Context: an optimization exercise on an open-source flow, tuned for small area. The choices shown serve that exercise and are no tape-out recipe. At most, simulation tests tie the RTL to the original design; equivalence was not proved. Function not checked in run 1: the RTL went through the layout flow alone. In runs 5 to 7 the design's own scripts or RTL, not TritonCTS, make the clock network. No driver is modelled on the clock port, so clock power and skew are understated where the tree is cut down; a real chip needs a root buffer or a tree. Power is estimated from default activity; no workload was simulated.

File: flow/flow/run.sh
#!/bin/bash
# Standard ORFS layout, with the port buffers made of the smallest buffer cell.
set -euo pipefail
export BUFFER_PORTS_ARGS="-buffer_cell sky130_fd_sc_hd__buf_1"
bash standard.sh > flow_make.log 2>&1
File: flow/standard.sh
#!/bin/bash
# synth_recipe.tcl (not shown) runs the flow's synth.tcl, then flattens the netlist and writes it again
# the make line also repeats each setting of config.mk as NAME=value (left out here)
make -C /OpenROAD-flow-scripts/flow DESIGN_CONFIG=/design/flow/config.mk WORK_HOME=/design/flow/orfs CLKGATE_MAP_FILE= SYNTH_SCRIPT=/design/flow/synth_recipe.tcl "${@:-finish}"
File: flow/config.mk
export PLATFORM = sky130hd
export DESIGN_NAME = isp_flash_programmer
export DESIGN_NICKNAME = isp_flash_programmer
export VERILOG_FILES = /design/flow/design.v
export SDC_FILE = /design/flow/constraint.sdc
export NUM_CORES = 4
export LEC_CHECK = 0
export CAP_MARGIN = 20
export CORE_MARGIN = 2
export CORE_UTILIZATION = 70
export CTS_BUF_LIST = sky130_fd_sc_hd__clkbuf_8
export SLEW_MARGIN = 20
File: flow/constraint.sdc
create_clock -name core_clock -period 5.0 [get_ports {clk}]
set_input_delay 1.0000 -clock core_clock [delete_from_list [all_inputs] [get_ports {clk}]]
set_output_delay 1.0000 -clock core_clock [all_outputs]
set_load 0.01 [all_outputs]
File: flow/design.v
module isp_result_encoder (
    input  wire       c_inv,
    input  wire       c_tmo,
    input  wire       c_flt,
    output reg  [1:0] result
);
    localparam [1:0] R_SUCCESS = 2'd0,
                     R_TIMEOUT = 2'd1,
                     R_HWFAULT = 2'd2,
                     R_INVALID = 2'd3;
    always @(*) begin
        if (c_inv)
            result = R_INVALID;
        else if (c_tmo)
            result = R_TIMEOUT;
        else if (c_flt)
            result = R_HWFAULT;
        else
            result = R_SUCCESS;
    end
endmodule
module isp_flash_programmer (
    input  wire        clk,
    input  wire        rst,           
    input  wire        req_valid,
    output wire        req_ready,
    input  wire [2:0]  req_op,
    input  wire [31:0] req_addr,
    input  wire [31:0] req_arg,
    output wire        rsp_valid,
    input  wire        rsp_ready,
    output wire [1:0]  rsp_result,
    output wire [31:0] rsp_rdata,
    output wire [1:0]  rsp_verdict,
    output wire        busy,
    output wire        bus_en,
    output wire        bus_we,
    output wire [2:0]  bus_reg,
    output wire [31:0] bus_wdata,
    input  wire [31:0] bus_rdata
);
    localparam [31:0] SPECIAL_ERASE_ADDR = 32'h0020_0000;
    localparam [31:0] ERASE_UNLOCK_KEY   = 32'h0055_AA03;
    localparam [31:0] ALL1_YES           = 32'hA11F_FFFF;
    localparam [31:0] ALL1_NO            = 32'hA110_0000;
    localparam [3:0] S_CMD   = 4'b0000,
                     S_ADDR  = 4'b0001,
                     S_WDATA = 4'b0010,
                     S_TRIG  = 4'b0011,
                     S_POLL  = 4'b0100,
                     S_RFAIL = 4'b0101,
                     S_IDLE  = 4'b0110,
                     S_RESP  = 4'b0111,
                     S_RDATA = 4'b1010,
                     S_WFAIL = 4'b1101;
    localparam [2:0] C_ERASE  = 3'b000,    
                     C_ERASES = 3'b001,    
                     C_READ   = 3'b010,    
                     C_PROG   = 3'b011,    
                     C_CKRES  = 3'b100,    
                     C_CKRUN  = 3'b101,    
                     C_A1RES  = 3'b110,    
                     C_A1RUN  = 3'b111;    
    reg [3:0]  st;
    reg [2:0]  cls;
    reg [1:0]  cnt;
    reg [31:2] addr;
    reg [31:0] data;
    wire s_idle  = (st == S_IDLE);
    wire s_cmd   = (st == S_CMD);
    wire s_addr  = (st == S_ADDR);
    wire s_wdata = (st == S_WDATA);
    wire s_trig  = (st == S_TRIG);
    wire s_poll  = (st == S_POLL);
    wire s_rfail = (st == S_RFAIL);
    wire s_wfail = (st == S_WFAIL);
    wire s_rdata = (st == S_RDATA);
    wire s_resp  = (st == S_RESP);
    wire q_page = (req_addr[8:0] == 9'd0);
    wire q_word = (req_addr[1:0] == 2'd0);
    wire q_parg = (req_arg[8:0] == 9'd0);
    wire q_spec = (req_addr[31:9] == SPECIAL_ERASE_ADDR[31:9]);
    reg  q_ok;
    reg  [2:0] q_cls;
    always @(*) begin
        case (req_op)
            3'd0:    begin q_ok = q_page;          q_cls = q_spec ? C_ERASES : C_ERASE; end
            3'd1:    begin q_ok = q_word;          q_cls = C_READ;  end
            3'd2:    begin q_ok = q_word;          q_cls = C_PROG;  end
            3'd3:    begin q_ok = q_page & q_parg; q_cls = C_CKRUN; end
            3'd4:    begin q_ok = q_page & q_parg; q_cls = C_A1RUN; end
            default: begin q_ok = 1'b0;            q_cls = C_A1RUN; end
        endcase
    end
    wire q_erase = (req_op == 3'd0);
    wire a1res   = (cls == C_A1RES);
    wire rd_busy = bus_rdata[0];
    wire rd_fail = bus_rdata[6];
    wire hi_ok   = (bus_rdata[31:20] == ALL1_YES[31:20]);
    wire rd_yes  = hi_ok & (&bus_rdata[19:0]);
    wire rd_no   = hi_ok & ~(|bus_rdata[19:0]);
    wire last    = (cnt == 2'b01);
    always @(posedge clk) begin
        if (rst) begin
            st <= S_IDLE;
        end else begin
            case (st)
                S_IDLE: if (req_valid) begin
                    cls <= q_cls;
                    cnt <= 2'b11;
                    st  <= q_ok ? S_CMD : S_RESP;
                end
                S_CMD:   st <= S_ADDR;
                S_ADDR:  st <= cls[0] ? S_WDATA : S_TRIG;
                S_WDATA: st <= S_TRIG;
                S_TRIG: begin
                    if (!a1res) cnt <= 2'b00;
                    st <= S_POLL;
                end
                S_POLL: begin
                    if (!rd_busy) begin
                        if (!cls[2]) begin
                            st <= cls[1] & ~cls[0] ? S_RDATA : S_RFAIL;
                        end else if (cls[0]) begin
                            cls[0] <= 1'b0;
                            cnt    <= 2'b00;
                            st     <= S_CMD;
                        end else begin
                            st <= S_RDATA;
                        end
                    end else if (last) begin
                        if (a1res) cnt <= 2'b10;
                        st <= S_RESP;
                    end else begin
                        cnt <= cnt - 2'd1;
                    end
                end
                S_RFAIL: begin
                    cnt <= 2'b00;
                    st  <= rd_fail ? S_WFAIL : S_RESP;
                end
                S_WFAIL: begin
                    cnt <= 2'b10;
                    st  <= S_RESP;
                end
                S_RDATA: begin
                    if (a1res) begin
                        if (rd_yes | rd_no) begin
                            cls[0] <= rd_yes;
                            cnt    <= 2'b00;
                            st     <= S_RESP;
                        end else if (last) begin
                            cnt <= 2'b10;
                            st  <= S_RESP;
                        end else begin
                            cnt <= cnt - 2'd1;
                            st  <= S_CMD;
                        end
                    end else begin
                        cnt <= 2'b00;
                        st  <= S_RESP;
                    end
                end
                S_RESP: if (rsp_ready) st <= S_IDLE;
                default: st <= S_IDLE;
            endcase
        end
    end
    always @(posedge clk)
        if (s_idle) addr <= req_addr[31:2];
    wire d_hold = s_cmd | s_addr | s_wdata | s_trig | s_resp;
    wire d_arg  = s_idle & ~q_erase;
    wire d_key  = s_idle & q_erase;
    wire d_cap  = s_rfail | s_rdata;
    wire d_ones = s_poll | s_wfail | (s_rfail & ~rd_fail) | (s_rdata & a1res) |
                  (s_idle & ~q_ok);
    always @(posedge clk)
        data <= ({32{d_hold}} & data) | ({32{d_arg}} & req_arg) | ({32{d_cap}} & bus_rdata) |
                {32{d_ones}} | ({32{d_key}} & ERASE_UNLOCK_KEY);
    wire [5:0] code;
    assign code[5] = cls[2] ? cls[0] : ~(cls[1] & ~cls[0]);
    assign code[4] = 1'b0;
    assign code[3] = cls[2];
    assign code[2] = cls[2] & ~cls[1];
    assign code[1] = ~cls[2] & ~cls[1];
    assign code[0] = cls[2] ? ~cls[1] : (cls[1] & cls[0]);
    assign bus_en    = ~rst & ~(st[2] & st[1]);
    assign bus_we    = ~(st[3] ^ st[2]);
    assign bus_reg   = st[2:0];
    assign bus_wdata = ({32{s_addr}} & {addr, 2'b00}) | ({32{s_wdata | s_wfail}} & data) |
                       ({32{s_cmd}} & {26'd0, code}) | {31'd0, s_trig};
    assign req_ready   = s_idle;
    assign busy        = ~s_idle;
    assign rsp_valid   = s_resp;
    assign rsp_result  = cnt;
    assign rsp_rdata   = data;
    assign rsp_verdict = (cls[2] & cls[1] & (cnt == 2'b00)) ? {~cls[0], cls[0]} : 2'b00;
endmodule
==> results of run 1 <==
==> critical path: cells and delay by family (launching register included) <==
| kind | cells | cell delay (ns) |
|---|---|---|
| buffers and inverters | 3 | 0.70 |
| flip-flops | 1 | 0.37 |
| AO/OA/AOI/OAI | 2 | 0.79 |
| adder cells (fa/ha/maj) | 1 | 0.40 |
| AND/OR/NAND/NOR | 1 | 0.18 |
==> cell usage after synthesis, types with 2 or more instances <==
library cell,instances
nor2b_1,4
buf_4,3
and4bb_2,2
a22o_1,29
a222oi_1,32
dfxtp_1,36
ha_1,5
a21o_1,3
o22ai_1,2
inv_1,7
mux2i_1,2
clkbuf_1,16
nor4_1,12
a21oi_1,9
nand3_1,6
and3_1,3
a221o_1,2
nand4_1,5
o21ai_0,11
nand3b_1,2
nor2_1,23
a32oi_1,2
nor3_1,4
nor3b_1,2
o211ai_1,2
buf_6,4
nand2_1,55
edfxtp_1,35
nand2b_1,6
or2_2,2
nor4b_1,4
buf_2,6
a31oi_1,3
==> flip-flops by register name (all words and copies together) (netlist names) <==
register / cells
data: 32
addr: 30
cls: 3
cnt: 2
st: 4
==> cell usage in the layout, fill, tap and decap left out, drive strengths merged, types with 2 or more instances in the layout <==
| cell | instances |
|---|---|
| buf | 182 |
| nand2 | 55 |
| dfxtp | 36 |
| edfxtp | 35 |
| a222oi | 32 |
| a22o | 29 |
| nor2 | 23 |
| o21ai | 13 |
| nor4 | 12 |
| clkbuf | 10 |
| a21oi | 10 |
| inv | 8 |
| nand3 | 6 |
| nand2b | 6 |
| nand4 | 6 |
| ha | 5 |
| nor3 | 5 |
| nor4b | 4 |
| nor2b | 4 |
| a31oi | 3 |
| a21o | 3 |
| and3 | 3 |
| and4bb | 2 |
| or2 | 2 |
| o211ai | 2 |
| mux2i | 2 |
| a32oi | 2 |
| nor3b | 2 |
| a221o | 2 |
| nand3b | 2 |
| o22ai | 2 |
| bufinv | 2 |
| or3 | 2 |
| clkinv | 2 |
==> cell families after synthesis <==
logic type | count (synthesis)
multiplexers | 3
flip-flops | 71
AND/OR/NAND/NOR | 136
buffers and inverters | 37
AO/OA/AOI/OAI | 109
adder cells (fa/ha/maj) | 5
XOR/XNOR | 1
==> power by group through the flow <==
| stage | Sequential (uW) | Clock (uW) | Combinational (uW) |
|---|---|---|---|
| floorplan | 1040 | 0 | 931 |
| global placement | 1060 | 0 | 1250 |
| CTS | 1060 | 517 | 1330 |
| global route | 1090 | 538 | 1470 |
| finish | 1070 | 521 | 1380 |
| detailed placement | 1070 | 0 | 1290 |
==> metal layers <==
metal,global-route usage,vias to the layer above
met5,0,-
met4,0.284,0
met3,0.127,105
met2,0.715,447
met1,0.489,1859
li1,-,1761
==> worst paths after layout <==
path	end
worst max-delay path	bus_wdata[18]
worst min-delay path	data[4]
worst max register to register	data[27]
worst min register to register	data[4]
==> area by class of cell <==
class / instances / area share
flip-flops and latches: 71 / 0.393
clock inverters: 6 / 0.0189
inverters: 7 / 0.00583
repair buffers: 182 / 0.155
multi-input cells: 254 / 0.378
well taps: 70 / 0.0194
clock buffers: 10 / 0.0305
==> through the flow <==
stage,power [uW],worst slack (ns)
floorplan,1970,2.24
global placement,2320,1.70
detailed placement,2360,1.67
CTS,2910,1.24
global route,3100,1.09
finish,2980,1.18
==> run_results.csv, run 1 <==
group,metric,value,unit
layout,syn_to_final_growth,23.4,%
clock_network,holdBufCountCts,0,
pwr,p_seq_frac,0.361,
drt,firstDrtPassIters,10,
placed_design,gp_congestion,0.947,
synthesis,synthCells,362,
synthesis,yosysUniqueCellTypes,56,
drt,route.top_layer_used,"met4",
synthesis,ys_async_sr_fraction,0,
grt,grt_usage,0.433,
drt,wl_per_cell,21.3,um
pwr,power.density,660,nW/um2
placed_design,hpwlAfterDp,8.31,mm
pwr,vdd_ir_drop_max,415,uV
setup_path,reg2reg_depth,5,
setup_path,crit_chain,"inv_1 > ha_1 > nand2_1 > o21ai_2 > buf_4 > a22o_1 > buf_1",
sta,slew_headroom,0.279,
grt,grt_overflow,0,
die,start_util,0.720,
pwr,clkPwrFrac,0.175,
clock_network,clockRootBuffer,"clkbuf_8",
setup_path,slowest_delay,0.59,ns
die,die_area,5810,um2
clock_network,clk_latency,0.37,ns
hold_path,min_path_type,"flip-flop to flip-flop",
die,num_rows,26,
sta,worst_slew_pin_slew,1.08,ns
setup_path,critPathMaxFanout,19,
layout,diodes,0,
synthesis,yosys_warnings,1,
layout,final_cell_count_no_fill,600,
synthesis,synth_edf_count,35,
drt,num_vias,4172,
clock_network,numCtsBuffers,9,
synthesis,synthSimpleGateAreaFrac,0.191,
drt,routed_via_density,6.95,
setup_path,worst_path_max_delay_cell,"o21ai_2",
placed_design,placed_area,4280,um2
sta,finalSetupTns,0,ns
grt,grt_pass1_vias,4010,
synthesis,synth-compound-area-share,0.244,
synthesis,synth_top_family_by_area,"compound AO/OA/AOI/OAI gates",
synthesis,avgSynthCellArea,10.1,um2
die,fp.coreArea,5070,um2
clock_network,htreeDepth,3,
die,die_w,76.3,um
hold_path,holdPathStages,2,
setup_path,worstSetupPathType,"flip-flop to output port",
sta,rsz0062_at_grt,"no",
sta,finalHoldViolCount,0,
layout,post_route_cells_drive_above_1_share,0.0623,
pwr,switchingPower,1290,uW
synthesis,synth_seq_area_share,0.485,
synthesis,netlist_area,3650,um2
die,die_y,76.3,um
synthesis,syn_nets,470,
sta,fin_crit_sh,0.763,
synthesis,ys.flop_type,"dfxtp_1",
setup_path,endpoint_kind,"output port",
drt,dr_wl_met2,6.00,mm
sta,fin_skew,0.0136,ns
drt,met3_wirelength,1.76,mm
clock_network,cts_tree,"built",
setup_path,critical_path_arrival,2.82,ns
clock_network,cts.sinks,71,
grt,grt_pass1_wl,19.8,mm
setup_path,r2r_setup_slack,2.27,ns
sta,finalCriticalPeriod,3.82,ns
sta,final_max_slew_viol_count,0,
pwr,p_comb_frac,0.464,
pwr,switching_share,0.434,
pwr,power.leakage,0.00158,uW
synthesis,muxShareOfSynthArea,0.00856,
layout,seq_area,1770,um2
clock_network,cts_buffer_depth,2,
layout,nFillCells,251,
clock_network,post_cts_resized,0,
synthesis,yosys.area.top_type,"edfxtp_1",
setup_path,critPathLaunch,"st[2]",
pwr,power.internal,1680,uW
synthesis,synth_xor_area_frac,0.00240,
synthesis,yosys.area_share.adder,0.0171,
clock_network,clk_pin_slew,0.08,ns
sta,final-setup-viol-count,0,
drt,drtIter0Drc,794,
flow_run,cap_violations,0,
drt,drc,0,
layout,post-route-util,0.889,
synthesis,yosysTopAreaCellShare,0.288,
sta,whs,0.542,ns
sta,fmax,262,MHz
placed_design,place_inst,584,
synthesis,synth_area_leaders,"edfxtp_1 (29%), dfxtp_1 (20%), a222oi_1 (8.8%)",
die,io_pins,179,
status,status,"complete, no violations",
placed_design,port_buffers,178,
setup_path,crit_required,4.00,ns
grt,grt_max_degree,34,
setup_path,cp-start-kind,"flip-flop",
hold_path,hold_path_startpoint,"data[4]",
grt,grt_antenna_before_repair,0,
layout,multi_input_area,1700,um2
synthesis,ys_ff_latch,71,
layout,postLayoutCellArea,4510,um2
setup_path,rr_startpoint,"st[2]",
drt,wl_met1,4.17,mm
layout,nets,633,
drt,drt-total-wl,12.8,mm
clock_network,cts_setup_buffers,0,
drt,ant_nets,0,
==> run 2, diff against run 1 <==
--- a/flow/design.v
+++ b/flow/design.v
@@ -43,16 +43,16 @@
     localparam [31:0] ERASE_UNLOCK_KEY   = 32'h0055_AA03;
     localparam [31:0] ALL1_YES           = 32'hA11F_FFFF;
     localparam [31:0] ALL1_NO            = 32'hA110_0000;
-    localparam [3:0] S_CMD   = 4'b0000,
-                     S_ADDR  = 4'b0001,
-                     S_WDATA = 4'b0010,
-                     S_TRIG  = 4'b0011,
+    localparam [3:0] S_CMD   = 4'b1000,
+                     S_ADDR  = 4'b1001,
+                     S_WDATA = 4'b1010,
+                     S_TRIG  = 4'b1011,
                      S_POLL  = 4'b0100,
                      S_RFAIL = 4'b0101,
+                     S_WFAIL = 4'b1101,
+                     S_RDATA = 4'b0010,
                      S_IDLE  = 4'b0110,
-                     S_RESP  = 4'b0111,
-                     S_RDATA = 4'b1010,
-                     S_WFAIL = 4'b1101;
+                     S_RESP  = 4'b0111;
     localparam [2:0] C_ERASE  = 3'b000,    
                      C_ERASES = 3'b001,    
                      C_READ   = 3'b010,    
@@ -114,7 +114,7 @@
                 S_ADDR:  st <= cls[0] ? S_WDATA : S_TRIG;
                 S_WDATA: st <= S_TRIG;
                 S_TRIG: begin
-                    if (!a1res) cnt <= 2'b00;
+                    if (!a1res) cnt <= 2'b11;
                     st <= S_POLL;
                 end
                 S_POLL: begin
@@ -123,7 +123,7 @@
                             st <= cls[1] & ~cls[0] ? S_RDATA : S_RFAIL;
                         end else if (cls[0]) begin
                             cls[0] <= 1'b0;
-                            cnt    <= 2'b00;
+                            cnt    <= 2'b11;
                             st     <= S_CMD;
                         end else begin
                             st <= S_RDATA;
@@ -132,7 +132,7 @@
                         if (a1res) cnt <= 2'b10;
                         st <= S_RESP;
                     end else begin
-                        cnt <= cnt - 2'd1;
+                        cnt <= {cnt[0], ~cnt[1]};
                     end
                 end
                 S_RFAIL: begin
@@ -153,7 +153,7 @@
                             cnt <= 2'b10;
                             st  <= S_RESP;
                         end else begin
-                            cnt <= cnt - 2'd1;
+                            cnt <= {cnt[0], ~cnt[1]};
                             st  <= S_CMD;
                         end
                     end else begin
@@ -185,7 +185,7 @@
     assign code[1] = ~cls[2] & ~cls[1];
     assign code[0] = cls[2] ? ~cls[1] : (cls[1] & cls[0]);
     assign bus_en    = ~rst & ~(st[2] & st[1]);
-    assign bus_we    = ~(st[3] ^ st[2]);
+    assign bus_we    = st[3];
     assign bus_reg   = st[2:0];
     assign bus_wdata = ({32{s_addr}} & {addr, 2'b00}) | ({32{s_wdata | s_wfail}} & data) |
                        ({32{s_cmd}} & {26'd0, code}) | {31'd0, s_trig};
--- a/flow/config.mk
+++ b/flow/config.mk
@@ -7,6 +7,6 @@
 export LEC_CHECK = 0
 export CAP_MARGIN = 20
 export CORE_MARGIN = 2
-export CORE_UTILIZATION = 70
+export CORE_UTILIZATION = 50
 export CTS_BUF_LIST = sky130_fd_sc_hd__clkbuf_8
 export SLEW_MARGIN = 20
==> run_results.csv, run 2 <==
group,metric,value,unit
setup_path,critPathMaxFanout,18,
setup_path,critical_path_arrival,2.64,ns
clock_network,post_cts_resized,0,
synthesis,avgSynthCellArea,9.78,um2
pwr,power.leakage,0.00147,uW
setup_path,worst_path_max_delay_cell,"nor3_2",
sta,fin_crit_sh,0.727,
synthesis,synthCells,361,
synthesis,yosysTopAreaCellShare,0.298,
clock_network,holdBufCountCts,0,
synthesis,synth_common_cells,"nand2_1 (53), dfxtp_1 (36), edfxtp_1 (35), a22o_1 (29), a222oi_1 (23)",
synthesis,netlist_area,3530,um2
pwr,vdd_ir_drop_max,289,uV
clock_network,cts_buffer_depth,2,
sta,finalCriticalPeriod,3.64,ns
grt,grt_max_degree,43,
grt,grt_antenna_before_repair,0,
die,die_w,88.0,um
clock_network,cts.sinks,71,
placed_design,port_buffers,178,
sta,final-setup-viol-count,0,
sta,setup_slack,1.36,ns
layout,biggestRegsByFlops,"data (32), addr (30), st (4)",
sta,finalSetupTns,0,ns
pwr,clkPwrFrac,0.162,
drt,drc,0,
setup_path,crit_chain,"nand2_1 > nor3_2 > buf_4 > a22o_1 > buf_1",
sta,fmax,275,MHz
synthesis,synth_edf_count,35,
drt,firstDrtPassIters,9,
pwr,power.internal,1520,uW
pwr,p_comb_frac,0.428,
synthesis,ys_async_sr_fraction,0,
layout,post_route_cells_drive_above_1_share,0.0617,
grt,grt_overflow,0,
layout,nets,633,
synthesis,yosysMostFrequentCell,"nand2_1",
clock_network,clockRootBuffer,"clkbuf_8",
drt,routed_via_density,5.99,
drt,ant_nets,0,
die,start_util,0.517,
drt,num_vias,3781,
setup_path,reg2reg_depth,4,
setup_path,slowest_delay,0.72,ns
setup_path,crit_required,4.00,ns
clock_network,cts_setup_buffers,0,
die,fp.coreArea,6830,um2
hold_path,min_path_type,"flip-flop to flip-flop",
synthesis,synth_area_leaders,"edfxtp_1 (30%), dfxtp_1 (20%), a22o_1 (7.2%)",
drt,drtIter0Drc,355,
setup_path,endpoint_kind,"output port",
hold_path,holdPathStages,2,
sta,rsz0062_at_grt,"no",
grt,top_usage_layer,"met2",
placed_design,gp_congestion,0.939,
synthesis,yosys_warnings,1,
clock_network,numCtsBuffers,9,
sta,fin_skew,0.0145,ns
synthesis,synth_seq_area_share,0.502,
sta,slew_headroom,0.316,
synthesis,syn_nets,464,
grt,use_met3,0.0811,
clock_network,cts_tree,"built",
die,io_pins,179,
layout,diodes,0,
die,die_y,88.0,um
clock_network,clk_latency,0.35,ns
layout,largest_register_ffs,32,
pwr,switching_share,0.443,
clock_network,clk_pin_slew,0.09,ns
placed_design,dp_slack,1.56,ns
synthesis,yosysUniqueCellTypes,48,
die,num_rows,30,
setup_path,cp-start-kind,"flip-flop",
grt,use_met1,0.413,
grt,gr-usage-met2,0.468,
pwr,switchingPower,1210,uW
flow_run,cap_violations,0,
pwr,p_seq_frac,0.411,
status,status,"complete, no violations",
sta,finalHoldViolCount,0,
layout,top_register,"data",
sta,final_max_slew_viol_count,0,
sta,worst_slew_pin_slew,1.02,ns
placed_design,hpwlAfterDp,8.44,mm
drt,drt-total-wl,11.6,mm
layout,syn_to_final_growth,26.1,%
grt,grt_pass1_vias,3460,
drt,wl_per_cell,18.5,um
setup_path,worstSetupPathType,"flip-flop to output port",
synthesis,ys_ff_latch,71,
grt,grt_pass1_wl,17.6,mm
clock_network,htreeDepth,3,
pwr,power.density,613,nW/um2
synthesis,yosys.area.top_type,"edfxtp_1",
die,die_area,7750,um2
grt,grt_usage,0.303,
synthesis,ys.flop_type,"dfxtp_1",
layout,final_cell_mix,"buf_1 (178), nand2_1 (52), dfxtp_1 (36), edfxtp_1 (35), a22o_1 (29)",
layout,final_common_cell,"buf_1",
[run 2: cell count changes after synthesis, moves of 3 or more]
cell / delta
a222oi_1: -9
buf_6: -3
clkbuf_1: -3
ha_1: -5
nand3_1: +3
nand4_1: +11
nor2_1: -3
nor3_1: +7
nor4_1: +3
o21ai_0: +9
[run 2: cells by family after synthesis]
| family | count (synthesis) | synth area share |
|---|---|---|
| buf+inv | 32 | 0.0422 |
| compound gates | 108 | 0.238 |
| xor+xnor | 2 | 0.00496 |
| simple gates | 148 | 0.213 |
| flops | 71 | 0.502 |
[run 2: layer usage]
layer	share of wire	vias to the layer above
li1	-	1775
met3	0.10	21
met1	0.41	1748
met5	0	-
met4	0.023	0
met2	0.46	237
[run 2: metrics by stage]
step	util	total power (uW)	hold slack, ns	area (um2)	std cells
after floorplan	-	1910	0.519	3530	361
after global placement	0.621	2240	0.496	4240	614
after detailed placement	0.621	2270	0.500	4240	614
after CTS	0.649	2710	0.519	4430	630
after global routing	0.652	2910	0.536	4450	631
final	0.652	2730	0.515	4450	631
[run 2: final timing paths]
path / from / end / slack (ns)
worst min register to register: data[16] / data[16] / 0.51
worst min-delay path: data[16] / data[16] / 0.51
worst max register to register: st[1] / data[21] / 2.55
worst max-delay path: st[3] / bus_wdata[18] / 1.36
[run 2: layout make-up]
| cell class | instances | area (um2) |
|---|---|---|
| Timing Repair Buffer | 183 | 713 |
| Clock inverter | 7 | 65.1 |
| Fill cell | 631 | 2380 |
| Clock buffer | 9 | 124 |
| Tap cell | 96 | 120 |
| Multi-Input combinational cell | 258 | 1630 |
| Inverter | 7 | 26.3 |
| Sequential cell | 71 | 1770 |
[run 2: power groups by stage]
| stage | registers, uW | logic [uW] | clock network, uW |
|---|---|---|---|
| global route | 1150 | 1300 | 462 |
| global placement | 1130 | 1120 | 0 |
| finish | 1120 | 1170 | 441 |
| CTS | 1120 | 1140 | 443 |
| floorplan | 1110 | 802 | 0 |
| detailed placement | 1130 | 1140 | 0 |
[run 2: critical path: cells and delay by family, from the launching register on]
kind	cells	cell delay [ns]
buf+inv	2	0.52
flops	1	0.67
simple gates	2	0.93
compound gates	1	0.16
==> run 3, diff against run 2 <==
==> flow/flow/run.sh (replaced) <==
#!/bin/bash
# Standard ORFS layout with three changes: the port buffers are the smallest
# buffer cell, the clock tree uses clkbuf_4 leaves under a clkbuf_8 root, and
# non-critical gates are downsized after global routing (power recovery).
set -euo pipefail
export BUFFER_PORTS_ARGS="-buffer_cell sky130_fd_sc_hd__buf_1"
export CTS_ARGS="-sink_clustering_enable -repair_clock_nets -root_buf sky130_fd_sc_hd__clkbuf_8 -buf_list sky130_fd_sc_hd__clkbuf_4"
export RECOVER_POWER=100
bash standard.sh > flow_make.log 2>&1
--- a/flow/config.mk
+++ b/flow/config.mk
@@ -8,5 +8,4 @@
 export CAP_MARGIN = 20
 export CORE_MARGIN = 2
 export CORE_UTILIZATION = 50
-export CTS_BUF_LIST = sky130_fd_sc_hd__clkbuf_8
 export SLEW_MARGIN = 20
==> run_results.csv, run 3 <==
group,metric,value,unit
die,fp.coreArea,6830,um2
setup_path,r2r_setup_slack,1.42,ns
drt,firstDrtPassIters,6,
setup_path,r2r_end,"data[22]",
grt,grt_usage,0.303,
pwr,power.internal,1500,uW
pwr,p_comb_frac,0.420,
clock_network,cts_setup_buffers,0,
sta,fmax,249,MHz
drt,drt-total-wl,11.6,mm
sta,fin_skew,0.0152,ns
drt,drtIter0Drc,374,
layout,post_route_cells_drive_above_1_share,0.0523,
synthesis,synth_area_leaders,"edfxtp_1 (30%), dfxtp_1 (20%), a22o_1 (7.2%)",
layout,nets,633,
placed_design,gp_congestion,0.939,
pwr,power.density,610,nW/um2
setup_path,critPathMaxFanout,18,
hold_path,hold_path_end,"data[16]",
clock_network,numCtsBuffers,9,
synthesis,yosysUniqueCellTypes,48,
setup_path,reg2reg_depth,7,
grt,grt_pass1_vias,3460,
layout,syn_to_final_growth,25.1,%
layout,final_cell_mix,"buf_1 (176), nand2_1 (52), dfxtp_1 (36), edfxtp_1 (35), a22o_1 (29)",
sta,final_max_slew_viol_count,0,
die,io_pins,179,
synthesis,yosys_warnings,1,
setup_path,worstSetupPathType,"flip-flop to output port",
clock_network,htreeDepth,3,
sta,final-setup-viol-count,0,
die,start_util,0.517,
hold_path,holdPathStages,2,
sta,finalSetupTns,0,ns
die,die_area,7750,um2
sta,slew_headroom,0.0795,
die,die_y,88.0,um
clock_network,cts_tree,"built",
synthesis,syn_nets,464,
die,die_w,88.0,um
synthesis,ys_async_sr_fraction,0,
synthesis,synth_common_cells,"nand2_1 (53), dfxtp_1 (36), edfxtp_1 (35), a22o_1 (29), a222oi_1 (23)",
status,status,"complete, no violations",
layout,biggestRegsByFlops,"data (32), addr (30), st (4)",
clock_network,cts.sinks,71,
synthesis,netlist_area,3530,um2
placed_design,place_inst,614,
synthesis,avgSynthCellArea,9.78,um2
setup_path,critical_path_arrival,3.02,ns
grt,grt_max_degree,43,
grt,grt_overflow,0,
sta,fin_crit_sh,0.804,
setup_path,endpoint_kind,"output port",
grt,grt_antenna_before_repair,0,
sta,finalCriticalPeriod,4.02,ns
flow_run,cap_violations,0,
clock_network,cts_buffer_depth,2,
pwr,p_seq_frac,0.416,
pwr,vdd_ir_drop_max,291,uV
placed_design,hpwlAfterDp,8.44,mm
setup_path,cp-start-kind,"flip-flop",
sta,rsz0062_at_grt,"no",
drt,drc,0,
layout,final_cell_count_no_fill,631,
drt,ant_nets,0,
layout,diodes,0,
grt,grt_pass1_wl,17.6,mm
synthesis,yosysTopAreaCellShare,0.298,
layout,nFillCells,637,
synthesis,ys.flop_type,"dfxtp_1",
sta,whs,0.515,ns
sta,worst_slew_pin_slew,1.37,ns
synthesis,synth_edf_count,35,
drt,routed_via_density,5.97,
drt,wl_per_cell,18.4,um
placed_design,port_buffers,178,
clock_network,clk_latency,0.35,ns
hold_path,min_path_type,"flip-flop to flip-flop",
layout,largest_register_ffs,32,
sta,finalHoldViolCount,0,
pwr,switchingPower,1190,uW
layout,final_common_cell,"buf_1",
clock_network,post_cts_resized,0,
hold_path,hold_path_startpoint,"data[16]",
setup_path,rr_startpoint,"st[1]",
pwr,power.leakage,0.00145,uW
die,num_rows,30,
synthesis,yosys.area.top_type,"edfxtp_1",
clock_network,clockRootBuffer,"clkbuf_8",
clock_network,clk_pin_slew,0.09,ns
layout,top_register,"data",
synthesis,ys_ff_latch,71,
pwr,clkPwrFrac,0.164,
pwr,switching_share,0.443,
synthesis,yosysMostFrequentCell,"nand2_1",
synthesis,synthCells,361,
clock_network,holdBufCountCts,0,
synthesis,synth_seq_area_share,0.502,
drt,num_vias,3767,
pwr,p_total,2690,uW
setup_path,crit_required,4.00,ns
==> run 3: cell type report <==
class                      count  area [um2]  area share
clock buffer                   9         124      0.0280
clock inverter                 7        65.1      0.0147
inverter                       7        26.3     0.00595
multi-input combinational    258        1610       0.365
sequential                    71        1770       0.401
tap                           96         120      0.0272
timing repair buffer         183         698       0.158
==> run 3: critical path, cell delays in order, from the launching register on <==
cell	delay, ns
dfxtp_1	0.67
nand2_1	0.21
nor3_2	0.72
clkbuf_1	0.68
a22o_1	0.23
buf_1	0.16
==> run 3: power by group through the flow <==
stage,clock [uW],combinational (uW),sequential [uW]
after detailed placement,0,1140,1130
after global placement,0,1120,1130
after global routing,462,1270,1150
after CTS,443,1140,1120
final,442,1130,1120
after floorplan,0,802,1110
==> run 3: worst max path at each step <==
stage | from | endpoint | slack (ns) | cells past startpoint
after floorplan | st[0] | req_ready | 1.93 | 5
after global placement | req_addr[4] | data[9] | 1.73 | 7
after detailed placement | req_arg[3] | data[0] | 1.56 | 7
after CTS | st[3] | bus_wdata[15] | 1.35 | 5
after global routing | st[3] | bus_wdata[18] | 0.69 | 5
final | st[3] | bus_wdata[18] | 0.98 | 5
==> run 3: logic make-up after synthesis <==
group,Yosys count,share of synthesized area
AND/OR/NAND/NOR,148,0.213
AO/OA/AOI/OAI,108,0.238
flip-flops,71,0.502
buffers and inverters,32,0.0422
XOR/XNOR,2,0.00496
==> run 3: layer usage <==
layer / share of wire / track usage / vias to the layer above / routed length (um)
met1: 0.41 / 0.413 / 1762 / 4810
met3: 0.096 / 0.0811 / 19 / 1110
met5: 0 / 0 / - / 0
li1: - / - / 1774 / -
met2: 0.47 / 0.468 / 212 / 5430
met4: 0.023 / 0.109 / 0 / 270
==> run 3: through the flow <==
stage | setup slack, ns | area (um2) | util
after global routing | 0.694 | 4420 | 0.647
after floorplan | 1.93 | 3530 | -
after detailed placement | 1.56 | 4240 | 0.621
after global placement | 1.73 | 4240 | 0.621
after CTS | 1.35 | 4430 | 0.649
final | 0.978 | 4420 | 0.647
==> run 4, diff against run 3 <==
==> flow/flow/run.sh (replaced) <==
#!/bin/bash
# ORFS layout (standard.sh) with these changes:
#  - after the standard synthesis, the combinational gates between the
#    registers are re-mapped for area by ABC (flow/remap.sh); the registers
#    are kept exactly as the standard synthesis made them;
#  - the port buffers are the smallest buffer cell;
#  - the clock tree uses clkbuf_4 leaves under a clkbuf_8 root;
#  - non-critical gates are downsized after global routing (power recovery).
set -euo pipefail
export BUFFER_PORTS_ARGS="-buffer_cell sky130_fd_sc_hd__buf_1"
export CTS_ARGS="-sink_clustering_enable -repair_clock_nets -root_buf sky130_fd_sc_hd__clkbuf_8 -buf_list sky130_fd_sc_hd__clkbuf_4"
export RECOVER_POWER=100
R=orfs/results/sky130hd/isp_flash_programmer/base
bash standard.sh synth > synth.log 2>&1
cp $R/1_2_yosys.v std_1_2_yosys.v
bash flow/remap.sh "$PWD/std_1_2_yosys.v" "$PWD/remapped.v" "$FLOW_TOP" "$PWD/remap" > remap.log 2>&1
cp remapped.v $R/1_2_yosys.v
rm -f $R/1_synth.odb $R/1_synth.sdc
bash standard.sh > flow_make.log 2>&1
==> flow/flow/remap.sh (new file) <==
#!/bin/bash
# Re-maps the combinational logic of the standard synthesis netlist for area.
# The registers (their instances, names, cell types and connections) are kept
# as black boxes; only the gates between them are re-mapped by ABC with several
# area-oriented scripts, and the smallest result is kept.
# usage: remap.sh IN.v OUT.v TOP WORKDIR
set -uo pipefail
IN=$1; OUT=$2; TOP=$3; WD=$4
HERE=$(cd "$(dirname "$0")" && pwd)
LIB=${FLOW_HOME}/platforms/sky130hd/lib/sky130_fd_sc_hd__tt_025C_1v80.lib
mkdir -p "$WD"
# don't-use cells of the platform, as the standard synthesis passes them to ABC
DU=""
for c in $(make -s -C "$FLOW_HOME" --no-print-directory DESIGN_CONFIG="$PWD/config.mk" WORK_HOME="$PWD/orfs" print-DONT_USE_CELLS 2>/dev/null | sed 's/^DONT_USE_CELLS = //'); do
  case "$c" in sky130_*) DU="$DU -dont_use $c";; esac
done
# sequential and tie cells used by the netlist stay black boxes
SEQ=$(grep -o 'sky130_fd_sc_hd__[a-z0-9_]*' "$IN" | sort -u | grep -E '__(e?dfx|df[rsb]|sdf|sedf|dl|conb)' | tr '\n' ' ')
best=""; bestarea=""
i=0
while read -r script; do
  [ -z "$script" ] && continue
  i=$((i+1))
  echo "$script" | tr ';' '\n' > "$WD/s$i.abc"
  cat > "$WD/s$i.ys" <<EOY
read_liberty -ignore_miss_func $LIB
setattr -mod -set blackbox 1 $SEQ
read_verilog $IN
hierarchy -top $TOP
flatten
abc -script $WD/s$i.abc -liberty $LIB $DU
opt_clean -purge
hilomap -singleton -hicell sky130_fd_sc_hd__conb_1 HI -locell sky130_fd_sc_hd__conb_1 LO
splitnets
opt_clean -purge
rename -hide w:*.*
opt_clean -purge
tee -q -o $WD/s$i.stat stat -liberty $LIB
write_verilog -noattr -nohex -nodec $WD/s$i.v
EOY
  ( timeout 600 yosys -q -s "$WD/s$i.ys" > "$WD/s$i.log" 2>&1 ) &
done < "$HERE/remap_scripts.txt"
wait
for f in "$WD"/s*.stat; do
  a=$(grep -o "Chip area for module '[^']*': [0-9.]*" "$f" | awk '{print $NF}')
  [ -z "$a" ] && continue
  v=${f%.stat}.v
  [ -s "$v" ] || continue
  echo "$(basename $f .stat) area $a"
  if [ -z "$bestarea" ] || awk "BEGIN{exit !($a < $bestarea)}"; then best=$v; bestarea=$a; fi
done
# the standard netlist's own area, for comparison
cat > "$WD/s0.ys" <<EOY
read_liberty -lib $LIB
read_verilog $IN
hierarchy -top $TOP
tee -q -o $WD/s0.stat stat -liberty $LIB
EOY
yosys -q -s "$WD/s0.ys" > "$WD/s0.log" 2>&1
a0=$(grep -o "Chip area for module '[^']*': [0-9.]*" "$WD/s0.stat" | awk '{print $NF}')
echo "standard area $a0"
if [ -n "$best" ] && awk "BEGIN{exit !($bestarea < $a0)}"; then
  echo "keeping $best ($bestarea)"
  cp "$best" "$OUT"
else
  echo "keeping the standard netlist"
  [ "$IN" != "$OUT" ] && cp "$IN" "$OUT"
fi
==> flow/flow/remap_scripts.txt (new file) <==
strash;&get -n;&st;&dch;&nf -a;&put;topo
strash;&get -n;&st;&deepsyn -T 20;&dch;&nf -a;&put;topo
strash;&get -n;&st;&deepsyn -T 60;&dch;&nf -a;&put;topo
strash;&get -n;&st;&deepsyn -T 20;&dch;&nf -a -E 1000 -R 1000;&put;topo
==> run_results.csv, run 4 <==
group,metric,value,unit
drt,ant_nets,0,
synthesis,yosys_warnings,1,
sta,finalSetupTns,0,ns
setup_path,rr_startpoint,"st[3]",
die,die_area,7150,um2
clock_network,cts_setup_buffers,0,
flow_run,cap_violations,1,
placed_design,gp_congestion,0.920,
setup_path,worstSetupPathType,"flip-flop to output port",
setup_path,reg2reg_depth,9,
die,die_y,84.6,um
hold_path,min_path_type,"flip-flop to flip-flop",
clock_network,cts.sinks,71,
die,die_w,84.6,um
layout,biggestRegsByFlops,"data (32), addr (30), st (4)",
placed_design,hpwlAfterDp,8.29,mm
status,status,"complete, but fails checks",
grt,grt_antenna_before_repair,0,
layout,nets,602,
grt,grt_overflow,0,
setup_path,cp-start-kind,"flip-flop",
sta,final_max_slew_viol_count,32,
layout,post_route_cells_drive_above_1_share,0.0437,
sta,fin_skew,0.0110,ns
grt,top_usage_layer,"met2",
layout,final_cell_count_no_fill,581,
drt,routed_via_density,6.36,
grt,grt_max_degree,32,
grt,grt_usage,0.314,
sta,setup_slack,1.09,ns
clock_network,clockRootBuffer,"clkbuf_8",
layout,nFillCells,521,
die,io_pins,179,
clock_network,cts_buffer_depth,2,
clock_network,cts_tree,"built",
grt,use_met1,0.402,
synthesis,avgSynthCellArea,10.7,um2
sta,fmax,256,MHz
setup_path,r2r_end,"data[9]",
synthesis,synthCells,303,
drt,drt-total-wl,11.4,mm
grt,grt_pass1_wl,17.6,mm
die,num_rows,29,
drt,drtIter0Drc,337,
clock_network,post_cts_resized,0,
status,checkFailReasons,"max-capacitance violations, max-slew violations",
layout,multi_input_area,1470,um2
setup_path,r2r_setup_slack,1.15,ns
hold_path,holdPathStages,2,
clock_network,numCtsBuffers,9,
layout,diodes,0,
sta,fin_crit_sh,0.782,
setup_path,endpoint_kind,"output port",
layout,syn_to_final_growth,32.5,%
drt,firstDrtPassIters,7,
clock_network,holdBufCountCts,0,
drt,wl_per_cell,19.6,um
die,start_util,0.514,
placed_design,place_inst,565,
layout,largest_register_ffs,32,
placed_design,port_buffers,178,
pwr,vdd_ir_drop_max,407,uV
layout,final_common_cell,"buf_1",
synthesis,netlist_area,3240,um2
synthesis,syn_nets,406,
layout,seq_area,1770,um2
clock_network,clk_latency,0.35,ns
sta,slew_headroom,-0.00829,
placed_design,dp_slack,1.54,ns
hold_path,hold_path_end,"data[22]",
sta,finalHoldViolCount,0,
layout,top_register,"data",
pwr,power.leakage,0.00147,uW
grt,grt_pass1_vias,3462,
sta,worst_slew_pin_slew,1.51,ns
layout,final_cell_mix,"buf_1 (177), nand2_1 (48), dfxtp_1 (36), edfxtp_1 (35), a222oi_1 (33)",
grt,use_met3,0.0619,
drt,drc,0,
hold_path,hold_path_startpoint,"data[22]",
drt,num_vias,3693,
sta,rsz0062_at_grt,"no",
setup_path,critPathMaxFanout,25,
setup_path,critical_path_arrival,2.91,ns
die,fp.coreArea,6310,um2
pwr,power.density,640,nW/um2
sta,final-setup-viol-count,0,
sta,finalCriticalPeriod,3.91,ns
clock_network,htreeDepth,3,
grt,gr-usage-met2,0.522,
setup_path,crit_required,4.00,ns
clock_network,clk_pin_slew,0.08,ns
## run 4: area by class of cell
class,count,share of cell area
clock buffers,10,0.0306
clock inverters,6,0.0250
inverters,4,0.00349
multi-input cells,228,0.341
flip-flops and latches,71,0.412
well taps,77,0.0224
repair buffers,185,0.165
## run 4: worst max path at each step
stage                     slack [ns]      endpoint  cells past startpoint       start
final                           1.09  bus_wdata[1]                      6       st[1]
after global routing            0.87  bus_wdata[1]                      6       st[1]
after global placement          1.65         st[1]                      8  req_arg[2]
after CTS                       1.44     req_ready                      5       st[3]
after floorplan                 0.90       data[0]                      9       st[3]
after detailed placement        1.54         st[1]                      8  req_arg[2]
## run 4: power breakdown
group	internal [uW]	leakage [uW]	switching [uW]	total [uW]
logic	375	0.000711	756	1130
clock network	337	0.000122	223	559
registers	898	0.000636	164	1060
total	1610	0.00147	1140	2750
## run 4: metrics by stage
stage / util / area, um2 / hold WS [ns] / power [uW]
finish: 0.681 / 4300 / 0.526 / 2750
global route: 0.681 / 4300 / 0.569 / 2900
CTS: 0.683 / 4310 / 0.528 / 2750
detailed placement: 0.645 / 4080 / 0.502 / 2200
global placement: 0.645 / 4080 / 0.497 / 2160
floorplan: - / 3240 / 0.538 / 1740
## run 4: metal layers
layer,wire (um),vias to the layer above,share of wire
met3,1040,24,0.092
li1,-,1666,-
met4,258,0,0.023
met2,5720,227,0.50
met1,4380,1776,0.38
met5,0,-,0
## run 4: critical path: stages (launching register included)
cell      delay [ns]
dfxtp_1         0.67
nand2b_1        0.17
o21ai_0         0.87
buf_4           0.44
nand2_1         0.14
o31ai_1         0.09
buf_1           0.18
==> run 5, diff against run 4 <==
--- a/flow/flow/run.sh
+++ b/flow/flow/run.sh
@@ -4,11 +4,19 @@
 #    registers are re-mapped for area by ABC (flow/remap.sh); the registers
 #    are kept exactly as the standard synthesis made them;
 #  - the port buffers are the smallest buffer cell;
-#  - the clock tree uses clkbuf_4 leaves under a clkbuf_8 root;
+#  - the clock tree is a balanced two-level tree, one root buffer and a few
+#    leaf buffers over groups of registers (flow/clock_tree.tcl, used by
+#    ORFS's CTS step in place of its clock_tree_synthesis call);
 #  - non-critical gates are downsized after global routing (power recovery).
+# Each tool's output goes to a log file in this folder (ORFS's own logs are
+# under orfs/logs/).
 set -euo pipefail
 export BUFFER_PORTS_ARGS="-buffer_cell sky130_fd_sc_hd__buf_1"
-export CTS_ARGS="-sink_clustering_enable -repair_clock_nets -root_buf sky130_fd_sc_hd__clkbuf_8 -buf_list sky130_fd_sc_hd__clkbuf_4"
+export PRE_CTS_TCL="$PWD/flow/clock_tree.tcl"
+export CLKTREE_NET=clk
+export CLKTREE_LEAVES=5
+export CLKTREE_LEAF_CELL=sky130_fd_sc_hd__clkbuf_8
+export CLKTREE_ROOT_CELL=sky130_fd_sc_hd__clkbuf_4
 export RECOVER_POWER=100
 R=orfs/results/sky130hd/isp_flash_programmer/base
 bash standard.sh synth > synth.log 2>&1
==> flow/flow/clock_tree.tcl (new file) <==
# Sourced by ORFS's cts.tcl (PRE_CTS_TCL) before its call of clock_tree_synthesis.
# It replaces that call with a small balanced two-level clock tree: the
# registers are split into CLKTREE_LEAVES groups by position (k-means), each
# group gets one leaf buffer at its centre, and one root buffer, driven by the
# clock port, drives the leaf buffers. Every register goes through exactly one
# root and one leaf buffer, so no register's clock is delayed on purpose.
proc clock_tree_synthesis { args } {
  set k $::env(CLKTREE_LEAVES)
  set leaf_cell $::env(CLKTREE_LEAF_CELL)
  set root_cell $::env(CLKTREE_ROOT_CELL)
  set block [ord::get_db_block]
  set clk_net [$block findNet $::env(CLKTREE_NET)]
  set pins {}
  foreach it [$clk_net getITerms] {
    set inst [$it getInst]
    set b [$inst getBBox]
    lappend pins [list [$inst getName]/[[$it getMTerm] getName] \
      [expr {([$b xMin] + [$b xMax]) / 2.0}] [expr {([$b yMin] + [$b yMax]) / 2.0}]]
  }
  set n [llength $pins]
  # deterministic start: sinks sorted by angle around their centre
  set sx 0.0; set sy 0.0
  foreach p $pins { set sx [expr {$sx + [lindex $p 1]}]; set sy [expr {$sy + [lindex $p 2]}] }
  set mx [expr {$sx / $n}]; set my [expr {$sy / $n}]
  set ang {}
  foreach p $pins { lappend ang [list [expr {atan2([lindex $p 2] - $my, [lindex $p 1] - $mx)}] $p] }
  set ang [lsort -real -index 0 $ang]
  set cx {}; set cy {}
  for {set c 0} {$c < $k} {incr c} {
    set p [lindex $ang [expr {int(($c + 0.5) * $n / $k)}] 1]
    lappend cx [lindex $p 1]; lappend cy [lindex $p 2]
  }
  for {set iter 0} {$iter < 50} {incr iter} {
    set asg {}
    foreach p $pins {
      set best 0; set bd 1e30
      for {set c 0} {$c < $k} {incr c} {
        set d [expr {abs([lindex $p 1] - [lindex $cx $c]) + abs([lindex $p 2] - [lindex $cy $c])}]
        if {$d < $bd} { set bd $d; set best $c }
      }
      lappend asg $best
    }
    set ncx {}; set ncy {}
    for {set c 0} {$c < $k} {incr c} {
      set tx 0.0; set ty 0.0; set m 0
      foreach p $pins a $asg { if {$a == $c} { set tx [expr {$tx + [lindex $p 1]}]; set ty [expr {$ty + [lindex $p 2]}]; incr m } }
      if {$m > 0} { lappend ncx [expr {$tx / $m}]; lappend ncy [expr {$ty / $m}] } else { lappend ncx [lindex $cx $c]; lappend ncy [lindex $cy $c] }
    }
    set cx $ncx; set cy $ncy
  }
  set dbu [$block getDbUnitsPerMicron]
  set lx 0.0; set ly 0.0; set used 0
  for {set c 0} {$c < $k} {incr c} {
    set group {}
    foreach p $pins a $asg { if {$a == $c} { lappend group [get_pins [lindex $p 0]] } }
    if {[llength $group] == 0} { continue }
    set x [expr {[lindex $cx $c] / $dbu}]; set y [expr {[lindex $cy $c] / $dbu}]
    puts "clock leaf $c: [llength $group] registers at ($x, $y)"
    insert_buffer -buffer_cell $leaf_cell -net $::env(CLKTREE_NET) -load_pins $group \
      -location [list $x $y] -buffer_name clkbuf_leaf_$c -net_name clknet_leaf_$c
    set lx [expr {$lx + $x}]; set ly [expr {$ly + $y}]; incr used
  }
  insert_buffer -buffer_cell $root_cell -net $::env(CLKTREE_NET) \
    -location [list [expr {$lx / $used}] [expr {$ly / $used}]] -buffer_name clkbuf_root -net_name clknet_root
  foreach net [$block getNets] {
    if {[string match clknet_* [$net getName]]} { $net setSigType CLOCK }
  }
  $clk_net setSigType CLOCK
  set_propagated_clock [all_clocks]
}
==> run_results.csv, run 5 <==
group,metric,value,unit
status,status,"complete, but fails checks",
status,checkFailReasons,"max-capacitance violations, max-slew violations",
layout,largest_register_ffs,32,
grt,use_met3,0.0374,
layout,nFillCells,597,
layout,top_register,"data",
drt,wl_per_cell,18.6,um
setup_path,cp-start-kind,"flip-flop",
grt,grt_pass1_vias,3357,
die,die_w,84.6,um
grt,grt_usage,0.282,
die,die_y,84.6,um
grt,grt_max_degree,41,
synthesis,yosys_warnings,1,
grt,grt_overflow,0,
layout,final_cell_count_no_fill,575,
pwr,power.density,636,nW/um2
setup_path,worstSetupPathType,"flip-flop to output port",
synthesis,syn_nets,413,
sta,fin_crit_sh,0.804,
drt,routed_via_density,6.18,
sta,whs,0.522,ns
pwr,power.leakage,0.00135,uW
drt,ant_nets,0,
pwr,vdd_ir_drop_max,358,uV
placed_design,place_inst,569,
synthesis,synthCells,310,
placed_design,gp_congestion,0.900,
layout,multi_input_area,1480,um2
drt,firstDrtPassIters,5,
die,io_pins,179,
drt,drtIter0Drc,316,
clock_network,clk_latency,0.41,ns
layout,syn_to_final_growth,27.0,%
layout,post_route_cells_drive_above_1_share,0.0241,
layout,biggestRegsByFlops,"data (32), addr (30), st (4)",
hold_path,min_path_type,"flip-flop to flip-flop",
drt,drt-total-wl,10.7,mm
drt,num_vias,3555,
sta,final_max_slew_viol_count,41,
sta,rsz0062_at_grt,"no",
placed_design,dp_slack,1.30,ns
flow_run,cap_violations,1,
grt,top_usage_layer,"met2",
sta,fmax,249,MHz
clock_network,clk_pin_slew,0.10,ns
setup_path,critPathMaxFanout,32,
die,start_util,0.515,
sta,finalSetupTns,0,ns
grt,use_met1,0.399,
sta,final-setup-viol-count,0,
setup_path,endpoint_kind,"output port",
synthesis,netlist_area,3250,um2
die,die_area,7160,um2
sta,fin_skew,0.0283,ns
clock_network,cts_setup_buffers,0,
setup_path,crit_required,4.00,ns
placed_design,port_buffers,178,
layout,diodes,0,
grt,grt_pass1_wl,16.7,mm
placed_design,hpwlAfterDp,7.88,mm
clock_network,holdBufCountCts,0,
placed_design,placed_area,4070,um2
layout,final_common_cell,"buf_1",
grt,grt_antenna_before_repair,0,
sta,setup_slack,0.982,ns
clock_network,post_cts_resized,0,
sta,finalCriticalPeriod,4.02,ns
layout,nets,603,
sta,worst_slew_pin_slew,2.15,ns
synthesis,avgSynthCellArea,10.5,um2
layout,postLayoutCellArea,4130,um2
die,fp.coreArea,6310,um2
layout,final_cell_mix,"buf_1 (177), nand2_1 (52), dfxtp_1 (36), edfxtp_1 (35), a22o_1 (28)",
sta,slew_headroom,-0.432,
drt,drc,0,
grt,gr-usage-met2,0.478,
setup_path,critical_path_arrival,3.02,ns
sta,finalHoldViolCount,0,
layout,seq_area,1770,um2
die,num_rows,29,
==> run 5: worst paths after layout <==
kind	cells past startpoint	endpoint	slack, ns	from
worst max-delay path	8	bus_wdata[2]	0.98	st[2]
worst max register to register	7	data[22]	1.36	st[1]
worst min-delay path	2	data[24]	0.52	data[24]
worst min register to register	2	data[24]	0.52	data[24]
==> run 5: power by group <==
| part | internal, uW | switching, uW |
|---|---|---|
| clock network | 99.2 | 174 |
| registers | 942 | 168 |
| logic | 401 | 842 |
| total | 1440 | 1180 |
==> run 5: cell type report, without the clock buffers <==
type / instances / share of cell area
multi-input combinational: 234 / 0.358
sequential: 71 / 0.429
inverter: 5 / 0.00454
timing repair buffer: 182 / 0.167
tap: 77 / 0.0233
==> run 5: layer usage <==
| metal | wire length (um) | up-vias |
|---|---|---|
| met4 | 122 | 0 |
| met2 | 5140 | 200 |
| met5 | 0 | - |
| met3 | 911 | 12 |
| li1 | - | 1660 |
| met1 | 4500 | 1683 |
==> run 5: critical path, stage by stage (launching register included) <==
cell      delay [ns]
dfxtp_1         0.48
clkinv_1        0.29
nor3b_1         0.53
nand2_1         0.14
o21ai_0         0.10
clkbuf_2        0.58
a22oi_1         0.22
o21ai_0         0.11
buf_1           0.18
==> run 5: per-stage QoR <==
step	utilization	total power (uW)
floorplan	-	1880
global route	0.654	2820
CTS	0.656	2630
detailed placement	0.644	2360
finish	0.654	2630
global placement	0.643	2320
==> run 6, diff against run 5 <==
--- a/flow/flow/run.sh
+++ b/flow/flow/run.sh
@@ -7,7 +7,6 @@
 #  - the clock tree is a balanced two-level tree, one root buffer and a few
 #    leaf buffers over groups of registers (flow/clock_tree.tcl, used by
 #    ORFS's CTS step in place of its clock_tree_synthesis call);
-#  - non-critical gates are downsized after global routing (power recovery).
 # Each tool's output goes to a log file in this folder (ORFS's own logs are
 # under orfs/logs/).
 set -euo pipefail
@@ -17,7 +16,6 @@
 export CLKTREE_LEAVES=5
 export CLKTREE_LEAF_CELL=sky130_fd_sc_hd__clkbuf_8
 export CLKTREE_ROOT_CELL=sky130_fd_sc_hd__clkbuf_4
-export RECOVER_POWER=100
 R=orfs/results/sky130hd/isp_flash_programmer/base
 bash standard.sh synth > synth.log 2>&1
 cp $R/1_2_yosys.v std_1_2_yosys.v
==> run_results.csv, run 6 <==
group,metric,value,unit
die,die_y,84.6,um
grt,top_usage_layer,"met2",
die,num_rows,29,
layout,syn_to_final_growth,28.0,%
sta,slew_headroom,0.329,
pwr,vdd_ir_drop_max,306,uV
sta,finalSetupTns,0,ns
layout,post_route_cells_drive_above_1_share,0.0344,
drt,wl_per_cell,19.6,um
sta,finalHoldViolCount,0,
drt,drc,0,
setup_path,r2r_end,"st[1]",
die,start_util,0.514,
sta,final_max_slew_viol_count,0,
pwr,power.density,596,nW/um2
synthesis,synthCells,303,
grt,use_met1,0.391,
setup_path,worstSetupPathType,"flip-flop to output port",
sta,fmax,276,MHz
drt,num_vias,3648,
placed_design,placed_area,4080,um2
layout,biggestRegsByFlops,"data (32), addr (30), st (4)",
setup_path,critPathLaunch,"st[3]",
grt,grt_usage,0.297,
hold_path,min_path_type,"flip-flop to flip-flop",
grt,grt_antenna_before_repair,0,
synthesis,yosys_warnings,1,
die,fp.coreArea,6310,um2
setup_path,endpoint_kind,"output port",
sta,finalCriticalPeriod,3.63,ns
synthesis,netlist_area,3240,um2
setup_path,worst_path_max_delay_cell,"clkinv_1",
drt,firstDrtPassIters,10,
clock_network,post_cts_resized,0,
grt,grt_max_degree,32,
layout,nFillCells,543,
flow_run,cap_violations,0,
sta,rsz0062_at_grt,"no",
setup_path,critical_path_arrival,2.63,ns
placed_design,gp_congestion,0.920,
layout,top_register,"data",
die,die_w,84.6,um
setup_path,cp-start-kind,"flip-flop",
synthesis,avgSynthCellArea,10.7,um2
layout,diodes,0,
sta,fin_crit_sh,0.725,
synthesis,syn_nets,406,
layout,largest_register_ffs,32,
setup_path,crit_required,4.00,ns
grt,grt_pass1_wl,17.4,mm
setup_path,slowest_delay,0.67,ns
layout,final_cell_mix,"buf_1 (178), nand2_1 (48), dfxtp_1 (36), edfxtp_1 (35), a222oi_1 (33)",
grt,grt_pass1_vias,3436,
drt,drt-total-wl,11.2,mm
die,io_pins,179,
pwr,power.leakage,0.00140,uW
sta,worst_slew_pin_slew,1.01,ns
drt,routed_via_density,6.39,
clock_network,clk_pin_slew,0.11,ns
die,die_area,7150,um2
layout,final_common_cell,"buf_1",
clock_network,holdBufCountCts,0,
layout,postLayoutCellArea,4150,um2
layout,nets,599,
clock_network,cts_setup_buffers,0,
grt,use_met3,0.0413,
placed_design,port_buffers,178,
setup_path,r2r_setup_slack,1.59,ns
clock_network,clk_latency,0.41,ns
status,status,"complete, no violations",
setup_path,crit_chain,"nand2b_1 > nor2_1 > nand2_1 > clkinv_1 > buf_1",
setup_path,critPathMaxFanout,19,
sta,fin_skew,0.0214,ns
drt,ant_nets,0,
setup_path,reg2reg_depth,9,
placed_design,hpwlAfterDp,8.29,mm
grt,gr-usage-met2,0.520,
setup_path,endpoint,"req_ready",
sta,final-setup-viol-count,0,
drt,drtIter0Drc,345,
setup_path,rr_startpoint,"st[3]",
grt,grt_overflow,0,
-- run 6: cell types whose count changed in the layout (fill, tap and decap cells not counted), moves of 4 or more --
cell	delta
nand2_1	-4
nand2b_1	-4
o31ai_1	+5
a22oi_1	-12
a222oi_1	+10
buf_4	+6
o21ai_0	-12
nor2_1	+4
a21oi_1	+5
-- run 6: critical path, delay by kind of cell (launching register included) --
family / cells / cell delay (ns)
buffers and inverters: 2 / 1.00
flip-flops: 1 / 0.54
AND/OR/NAND/NOR: 3 / 0.68
-- run 6: worst min-delay path by stage --
stage	to	slack (ns)	cells past startpoint	from
CTS	data[22]	0.54	2	data[22]
floorplan	data[22]	0.54	2	data[22]
global placement	data[1]	0.50	2	data[1]
detailed placement	data[22]	0.50	2	data[22]
finish	data[22]	0.53	2	data[22]
global route	data[23]	0.57	2	data[23]
-- run 6: where the power goes --
group	switching, uW	internal (uW)
combinational	751	390
clock	177	99.3
sequential	163	895
-- run 6: layout make-up, without the clock buffers --
class | count | area (um2) | area share
multi-input cells | 228 | 1470 | 0.354
flip-flops and latches | 71 | 1770 | 0.427
repair buffers | 185 | 721 | 0.174
inverters | 4 | 15.0 | 0.00362
well taps | 77 | 96.3 | 0.0232
-- run 6: per-stage QoR --
step           total power (uW)  setup WS, ns  instances  hold slack (ns)  utilization
2_1_floorplan              1740         0.902        303            0.538            -
3_3_place_gp               2160          1.65        565            0.497        0.645
3_5_place_dp               2200          1.54        565            0.502        0.645
4_1_cts                    2460          1.39        571            0.535        0.658
5_1_grt                    2620          1.25        571            0.571        0.658
6_report                   2480          1.37        571            0.532        0.658
-- run 6: metal layers --
metal | vias up | share of wire
li1 | 1658 | -
met1 | 1742 | 0.37
met2 | 229 | 0.51
met3 | 19 | 0.096
met4 | 0 | 0.021
met5 | - | 0
==> run 7, diff against run 6 <==
--- a/flow/config.mk
+++ b/flow/config.mk
@@ -7,5 +7,5 @@
 export LEC_CHECK = 0
 export CAP_MARGIN = 20
 export CORE_MARGIN = 2
-export CORE_UTILIZATION = 50
+export CORE_UTILIZATION = 60
 export SLEW_MARGIN = 20
==> run_results.csv, run 7 <==
group,metric,value,unit
layout,largest_register_ffs,32,
sta,worst_slew_pin_slew,0.952,ns
layout,diodes,0,
layout,final_common_cell,"buf_1",
setup_path,critPathMaxFanout,23,
drt,drt-total-wl,11.1,mm
placed_design,hpwlAfterDp,8.10,mm
die,start_util,0.627,
grt,grt_pass1_vias,3355,
pwr,power.density,599,nW/um2
synthesis,synthCells,303,
grt,grt_usage,0.344,
synthesis,avgSynthCellArea,10.7,um2
setup_path,worstSetupPathType,"flip-flop to output port",
setup_path,crit_chain,"nor2b_1 > and3_1 > buf_4 > a22o_1 > buf_1",
setup_path,worst-path-buf-inv,2,
setup_path,critPathLaunch,"st[3]",
setup_path,cp-start-kind,"flip-flop",
layout,nets,600,
drt,num_vias,3712,
layout,biggestRegsByFlops,"data (32), addr (30), st (4)",
setup_path,worst_path_max_delay_cell,"and3_1",
sta,final_max_slew_viol_count,0,
flow_run,cap_violations,0,
drt,firstDrtPassIters,6,
drt,drc,0,
grt,grt_overflow,0,
clock_network,cts_setup_buffers,0,
sta,fmax,266,MHz
die,die_y,77.5,um
layout,final_cell_mix,"buf_1 (178), nand2_1 (48), dfxtp_1 (36), edfxtp_1 (35), a222oi_1 (33)",
sta,finalHoldViolCount,0,
die,die_w,77.5,um
layout,postLayoutCellArea,4150,um2
layout,top_register,"data",
drt,ant_nets,0,
layout,syn_to_final_growth,27.8,%
layout,post_route_cells_drive_above_1_share,0.0343,
status,status,"complete, no violations",
synthesis,syn_nets,406,
sta,fin_skew,0.0326,ns
die,die_area,6010,um2
synthesis,netlist_area,3240,um2
grt,grt_max_degree,33,
grt,grt_antenna_before_repair,0,
drt,wl_per_cell,19.6,um
sta,fin_crit_sh,0.751,
hold_path,min_path_type,"flip-flop to flip-flop",
pwr,vdd_ir_drop_max,398,uV
setup_path,critPathTopFamily,"simple AND/OR/NAND/NOR gates",
clock_network,clk_pin_slew,0.09,ns
placed_design,port_buffers,178,
die,fp.coreArea,5170,um2
die,num_rows,26,
placed_design,placed_area,4070,um2
setup_path,critical_path_arrival,2.75,ns
clock_network,post_cts_resized,0,
clock_network,clk_latency,0.41,ns
die,io_pins,179,
sta,finalCriticalPeriod,3.75,ns
drt,drtIter0Drc,498,
sta,rsz0062_at_grt,"no",
drt,routed_via_density,6.57,
setup_path,rr_startpoint,"st[3]",
clock_network,holdBufCountCts,0,
pwr,power.leakage,0.00140,uW
setup_path,endpoint_kind,"output port",
setup_path,slowest_delay,0.85,ns
sta,slew_headroom,0.365,
sta,final-setup-viol-count,0,
setup_path,crit_required,4.00,ns
placed_design,gp_congestion,0.964,
sta,finalSetupTns,0,ns
hold_path,hold_path_startpoint,"data[4]",
grt,grt_pass1_wl,16.5,mm
synthesis,yosys_warnings,1,
run 7: changes by cell type in the layout (fill, tap and decap cells not counted), sizes merged:
| cell | change |
|---|---|
| buf | +1 |
run 7: report_power, final:
group | internal (uW) | switching [uW]
registers | 895 | 168
clock network | 99.2 | 173
logic | 395 | 752
run 7: routing by layer:
metal / up-vias / share of wire / global-route usage
met5: - / 0 / 0
met4: 0 / 0.037 / 0.121
met3: 45 / 0.12 / 0.0605
met2: 323 / 0.50 / 0.602
met1: 1681 / 0.35 / 0.428
li1: 1663 / - / -
run 7: cell type report, without the clock buffers:
| type | instances | area (um2) |
|---|---|---|
| Fill cell | 348 | 1020 |
| Tap cell | 70 | 87.6 |
| Timing Repair Buffer | 186 | 728 |
| Multi-Input combinational cell | 228 | 1470 |
| Inverter | 4 | 15.0 |
| Sequential cell | 71 | 1770 |
run 7: path summary, 6_finish.rpt:
| kind | end | slack, ns | depth (start not counted) |
|---|---|---|---|
| min reg2reg | data[4] | 0.54 | 2 |
| max | bus_wdata[17] | 1.25 | 5 |
| max reg2reg | data[20] | 1.61 | 11 |
| min | data[4] | 0.54 | 2 |
run 7: worst reg2reg max path, cell delays in order, from the launching register on:
cell	delay, ns
dfxtp_1	0.53
nand2b_1	0.32
nor2_1	0.14
nand2_1	0.23
clkinv_1	0.59
o31ai_1	0.35
nand3_1	0.17
a21oi_2	0.14
buf_4	0.28
a21boi_0	0.28
buf_4	0.21
nand2_1	0.06
run 7: metrics by stage:
step                worst slack (ns)  hold slack (ns)  power, uW   util  std cells
floorplan                      0.902            0.538       1740      -        303
global placement                1.51            0.509       2130  0.787        559
detailed placement              1.45            0.524       2180  0.787        559
CTS                             1.31            0.547       2460  0.802        565
global route                    1.10            0.575       2620  0.802        565
finish                          1.25            0.545       2480  0.802        565

-- what the ideal ports hide --
The results above use ideal ports. As a check the final layouts listed here were re-extracted and re-timed, cells and wires unchanged.
Step 1: set_driving_cell puts a clkbuf_16 on clk and a buf_2 on each other input, an assumption about the parent block.
Step 2 also shifts input and output timing later by t, the mid clock arrival at the registers, as if the neighbouring blocks saw the same clock.
a / b / c = ideal / step 1 / step 2; a / b = the first two.
run	t (ns)	setup WS [ns]	latest minus earliest clock arrival (ns)	slew at the worst register clock pin (ns)
run 1	0.387	1.183 / 1.155 / 1.542	0.013 / 0.014	0.08 / 0.08
run 2	0.378	1.364 / 1.331 / 1.709	0.016 / 0.016	0.09 / 0.09
run 3	0.376	0.978 / 0.946 / 0.682	0.015 / 0.016	0.09 / 0.09
run 4	0.373	1.091 / 1.060 / 1.079	0.013 / 0.013	0.08 / 0.08
run 5	0.424	0.982 / 0.952 / 1.230	0.028 / 0.029	0.10 / 0.10
run 6	0.430	1.373 / 1.341 / 1.500	0.025 / 0.025	0.11 / 0.11
run 7	0.423	1.245 / 1.215 / 1.418	0.033 / 0.032	0.10 / 0.10
The setup slack of run 3, which loses most, moves by -0.032 ns with the drivers and by -0.296 ns with both steps.
